Source: an optimization exercise on an open RTL-to-GDS flow (aim: small area). Production flows keep margins and buffers that such runs may drop.
Only simulation tests tie the RTL to the original design; equivalence was not proved.
Power figures rest on the tool's default switching activity, not on a simulated workload.

## wip/willow
## edge_capture_fsm
module edge_capture_fsm #(
    parameter integer TICKS_PER_US  = 1,
    parameter integer THRESHOLD_US  = 35,
    parameter integer CAPTURE_TICKS = 10000,
    parameter integer MAX_EDGES     = 83,
    parameter integer TS_W          = 32,
    parameter integer CW            = $clog2(MAX_EDGES + 1)
) (
    input  wire            clk,
    input  wire            rst,
    input  wire            start,
    input  wire            line_level,
    input  wire            line_err,
    input  wire [CW-1:0]   dbg_edge_idx,
    input  wire [CW-1:0]   dbg_bit_idx,
    output wire            busy,
    output wire [1:0]      phase,
    output wire [2:0]      status,
    output wire            have_reading,
    output wire            host_viol,
    output wire [7:0]      status_word,
    output wire [15:0]     humidity_x10,
    output wire [15:0]     temperature_x10,
    output wire            temp_sign,
    output wire [39:0]     frame,
    output wire [CW-1:0]   frame_offset,
    output wire [CW-1:0]   edge_count,
    output wire [CW-1:0]   bit_count,
    output wire [CW-1:0]   rejects,
    output wire [TS_W-1:0] elapsed,
    output wire            dbg_edge_valid,
    output wire [TS_W-1:0] dbg_edge_ts,
    output wire            dbg_edge_kind,
    output wire            dbg_bit_valid,
    output wire            dbg_bit
);
Size in the first run: roughly 2500 cells after synthesis, ~1000 flip-flops, ~200 I/O pins, ~39000 µm² of cells after synthesis.
clock: 10.0 ns
lec_check: 0
cap_margin: 20
core_margin: 2
core_utilization: 65
place_density: 0.75
slew_margin: 10
standard.sh (not shown) runs the stock make flow with config.mk's settings and CLKGATE_MAP_FILE= SYNTH_SCRIPT=/design/flow/synth_recipe.tcl, a recipe that flattens the netlist after the stock synthesis.
==> flow/flow/run.sh <==
#!/bin/bash
# The standard layout (standard.sh) with these changes:
#  - synthesis runs flow/synth.tcl: the standard synthesis script, with abc
#    using the area-oriented script flow/area.abc (registers are mapped
#    before abc, so they are the standard synthesis's);
#  - ports are buffered with buf_1 cells;
#  - clock tree synthesis uses clkbuf_8 cells, sink clusters of up to 18
#    flip-flops within 60 um, and no dummy loads.
# make's full output goes to flow_make.log in the work folder; ORFS keeps
# each step's own log under orfs/logs.
set -euo pipefail
W=$(pwd)
export AREA_ABC_SCRIPT="$W/flow/area.abc"
export BUFFER_PORTS_ARGS="-buffer_cell sky130_fd_sc_hd__buf_1"
export CTS_ARGS="-sink_clustering_enable -repair_clock_nets -dont_use_dummy_load -buf_list sky130_fd_sc_hd__clkbuf_8 -sink_clustering_size 18 -sink_clustering_max_diameter 60"
sed "s#SYNTH_SCRIPT=[^ ]*#SYNTH_SCRIPT=$W/flow/synth.tcl#" standard.sh > own_standard.sh
grep -q "SYNTH_SCRIPT=$W/flow/synth.tcl" own_standard.sh
bash own_standard.sh finish > flow_make.log 2>&1
==> flow/flow/area.abc <==
&get -n
&st
&syn2
&dch
&nf -R 1000 -p
&st
&dch
&nf -R 1000 -p
&put
==> flow/flow/synth.tcl <==
# The standard synthesis script (synth_recipe.tcl), with one change: abc maps
# the logic with flow/area.abc, an area-oriented script, in place of the
# flow's abc script. Registers are mapped before abc, so they are the
# standard synthesis's.
proc synth {args} { yosys synth -nofsm -noshare {*}$args }
proc abc {args} {
  set i [lsearch -exact $args -script]
  if {$i >= 0} { lset args [expr {$i+1}] $::env(AREA_ABC_SCRIPT) }
  yosys abc {*}$args
}
source $::env(SCRIPTS_DIR)/synth.tcl
# left out here: clear keep_hierarchy, flatten, clean up, hide names made inside functions, write 1_2_yosys.v
The inputs of wip/nickel differ from those of wip/willow as listed below.
Settings: SLEW_MARGIN: 10 -> 20.
--- a/flow/flow/run.sh
+++ b/flow/flow/run.sh
@@ -6,3 +6,3 @@
 #  - ports are buffered with buf_1 cells;
-#  - clock tree synthesis uses clkbuf_8 cells, sink clusters of up to 18
+#  - clock tree synthesis uses clkbuf_8 cells, sink clusters of up to 16
 #    flip-flops within 60 um, and no dummy loads.
@@ -14,3 +14,3 @@
 export BUFFER_PORTS_ARGS="-buffer_cell sky130_fd_sc_hd__buf_1"
-export CTS_ARGS="-sink_clustering_enable -repair_clock_nets -dont_use_dummy_load -buf_list sky130_fd_sc_hd__clkbuf_8 -sink_clustering_size 18 -sink_clustering_max_diameter 60"
+export CTS_ARGS="-sink_clustering_enable -repair_clock_nets -dont_use_dummy_load -buf_list sky130_fd_sc_hd__clkbuf_8 -sink_clustering_size 16 -sink_clustering_max_diameter 60"
 sed "s#SYNTH_SCRIPT=[^ ]*#SYNTH_SCRIPT=$W/flow/synth.tcl#" standard.sh > own_standard.sh
--- a/flow/flow/area.abc
+++ b/flow/flow/area.abc
@@ -5,2 +5,5 @@
 &nf -R 1000 -p
+&put
+mfs2 -W 4 -M 500
+&get -n
 &st
Results
| maximum number of pins on one net before global-route repair | lower: wip/nickel |
When wip/nickel is set beside wip/willow, its worst endpoint data arrival time turns out to be 0.92 ns larger.
The final reports for wip/nickel and wip/willow show core footprint lower in the former.
The run showing the greater basic-gate share of the synthesized area counting and, or, nand and nor cells is wip/nickel.
Die area of wip/nickel falls short of that of wip/willow slightly.
diff inputs: wip/nickel => wip/pepper
Settings: removing PLACE_DENSITY (formerly 0.75); changing CORE_UTILIZATION from 65 to 50.
==> flow/flow/area.abc <==
&get -n
&st
&syn2
&dch
&nf -R 1000 -p
&st
&dch
&nf -R 1000 -p
&put
## What came out
As far as reg-to-reg setup timing slack is concerned, wip/nickel and wip/pepper perform about the same.
Slew at the pin closest to its max-slew limit sits higher in wip/pepper than in wip/nickel.
Per the comparison of wip/pepper with wip/nickel, violation count after the first detailed-route iteration picked up an extra 4.3%, maximum frequency grew by 9.5%, non-clock inverter total of the final layout went up.
[wip/pepper vs wip/nickel] fraction of met2 tracks used by global routing: lower in wip/pepper

job 3548:
Starting RTL as in the previous note.
clock: 10.0 ns
lec_check: 0
cap_margin: 20
core_margin: 2
core_utilization: 70
place_density: 0.8
slew_margin: 20
==> flow/flow/run.sh <==
#!/bin/bash
# The standard layout (standard.sh) with these changes:
#  - synthesis runs flow/synth.tcl: the standard synthesis script, with abc
#    using the area-oriented script flow/area.abc (registers are mapped
#    before abc, so they are the standard synthesis's);
#  - ports are buffered with buf_1 cells;
#  - clock tree synthesis uses clkbuf_8 cells, sink clusters of up to 16
#    flip-flops within 60 um, and no dummy loads.
# make's full output goes to flow_make.log in the work folder; ORFS keeps
# each step's own log under orfs/logs.
set -euo pipefail
W=$(pwd)
export AREA_ABC_SCRIPT="$W/flow/area.abc"
export BUFFER_PORTS_ARGS="-buffer_cell sky130_fd_sc_hd__buf_1"
export CTS_ARGS="-sink_clustering_enable -repair_clock_nets -dont_use_dummy_load -buf_list sky130_fd_sc_hd__clkbuf_8 -sink_clustering_size 16 -sink_clustering_max_diameter 60"
sed "s#SYNTH_SCRIPT=[^ ]*#SYNTH_SCRIPT=$W/flow/synth.tcl#" standard.sh > own_standard.sh
grep -q "SYNTH_SCRIPT=$W/flow/synth.tcl" own_standard.sh
bash own_standard.sh finish > flow_make.log 2>&1
==> flow/flow/area.abc <==
&get -n
&st
&syn2
&dch
&nf -R 1000 -p
&put
mfs2 -W 4 -M 500
&get -n
&st
&dch
&nf -R 1000 -p
&put
Scripts as last shown in full above: flow/flow/synth.tcl
Job 3548 finished all stages; the layout is clean.
Changes in job 637 relative to job 3548:
Settings: swapping 0.8 for 0.75 in PLACE_DENSITY; swapping 70 for 65 in CORE_UTILIZATION.
==> flow/flow/area.abc <==
&get -n
&st
&syn2
&dch
&nf -R 1000 -p
&st
&dch
&nf -R 1000 -p
&put
==> comparison <==
Total die area, job 637 and job 3548: larger value in job 637
Job 3548 has higher total power draw than job 637.
Relative slew slack: job 637 vs job 3548 down 16 points
Max final clock skew across job 637 and job 3548: job 637
Going from job 3548 to job 637, the insertion delay to the later sink of the worst-skew pair was found to have gone up by 0.03 ns.
Between job 637 and job 3548, it is job 637 whose slew at the pin closest to its max-slew limit is higher, by 0.24 ns.
Post-layout instance area went up slightly going from job 3548 to job 637.
Initial standard-cell utilization of the core in job 637 is 5.4 points below job 3548.
Changes in job 1043 relative to job 637:
--- a/flow/flow/run.sh
+++ b/flow/flow/run.sh
@@ -5,5 +5,5 @@
 #    before abc, so they are the standard synthesis's);
 #  - ports are buffered with buf_1 cells;
-#  - clock tree synthesis uses clkbuf_8 cells, sink clusters of up to 16
+#  - clock tree synthesis uses clkbuf_8 cells, sink clusters of up to 18
 #    flip-flops within 60 um, and no dummy loads.
 # make's full output goes to flow_make.log in the work folder; ORFS keeps
@@ -13,5 +13,5 @@
 export AREA_ABC_SCRIPT="$W/flow/area.abc"
 export BUFFER_PORTS_ARGS="-buffer_cell sky130_fd_sc_hd__buf_1"
-export CTS_ARGS="-sink_clustering_enable -repair_clock_nets -dont_use_dummy_load -buf_list sky130_fd_sc_hd__clkbuf_8 -sink_clustering_size 16 -sink_clustering_max_diameter 60"
+export CTS_ARGS="-sink_clustering_enable -repair_clock_nets -dont_use_dummy_load -buf_list sky130_fd_sc_hd__clkbuf_8 -sink_clustering_size 18 -sink_clustering_max_diameter 60"
 sed "s#SYNTH_SCRIPT=[^ ]*#SYNTH_SCRIPT=$W/flow/synth.tcl#" standard.sh > own_standard.sh
 grep -q "SYNTH_SCRIPT=$W/flow/synth.tcl" own_standard.sh
--- a/flow/flow/area.abc
+++ b/flow/flow/area.abc
@@ -4,4 +4,7 @@
 &dch
 &nf -R 1000 -p
+&put
+mfs2 -W 4 -M 500
+&get -n
 &st
 &dch
[summary]
- Job 1043: flow completed, timing, DRC and antenna clean
- Simple-gate portion of the synthesized area was lower in job 637 than in job 1043.
- Job 1043 vs. job 637: setup slack on the worst flop-to-flop path fell 0.07 ns, largest stage delay on the critical path fell 0.23 ns, clock tree buffer count of the final layout fell about 8%.

## re-timing with driven ports
The results above use ideal ports. As a check the final layouts listed here were re-extracted and re-timed, cells and wires unchanged.
Step 1 (the two cells are an assumption about what drives the block):
set clk [get_ports {clk}]
set_driving_cell -lib_cell sky130_fd_sc_hd__clkbuf_16 $clk
set_driving_cell -lib_cell sky130_fd_sc_hd__buf_2 [delete_from_list [all_inputs] $clk]
Step 2 adds t to the input delays and takes it off the output delays; t is the mean of the earliest and latest rising clock arrival at the registers after step 1. Input paths then give back, and output paths get back, about the clock's delay inside the block.
Slacks: no drivers / after step 1 / after step 2; pairs: no drivers / after step 1.
run	t, ns	setup slack, ns	hold slack, ns
wip/willow	0.750	1.182 / 1.162 / 1.162	0.404 / 0.404 / 0.404
wip/nickel	0.730	0.259 / 0.219 / 0.219	0.423 / 0.423 / 0.423
wip/pepper	0.772	1.101 / 1.076 / 1.076	0.398 / 0.398 / 0.398
job 3548	0.744	0.406 / 0.365 / 0.365	0.416 / 0.416 / 0.416
job 637	0.754	1.195 / 1.175 / 1.175	0.397 / 0.397 / 0.397
job 1043	0.724	0.353 / 0.313 / 0.313	0.435 / 0.435 / 0.435
After both steps setup and hold are still met in every run listed. For job 3548, which loses most, drivers alone change the setup slack by -0.041 ns; drivers and shift together by -0.041 ns.
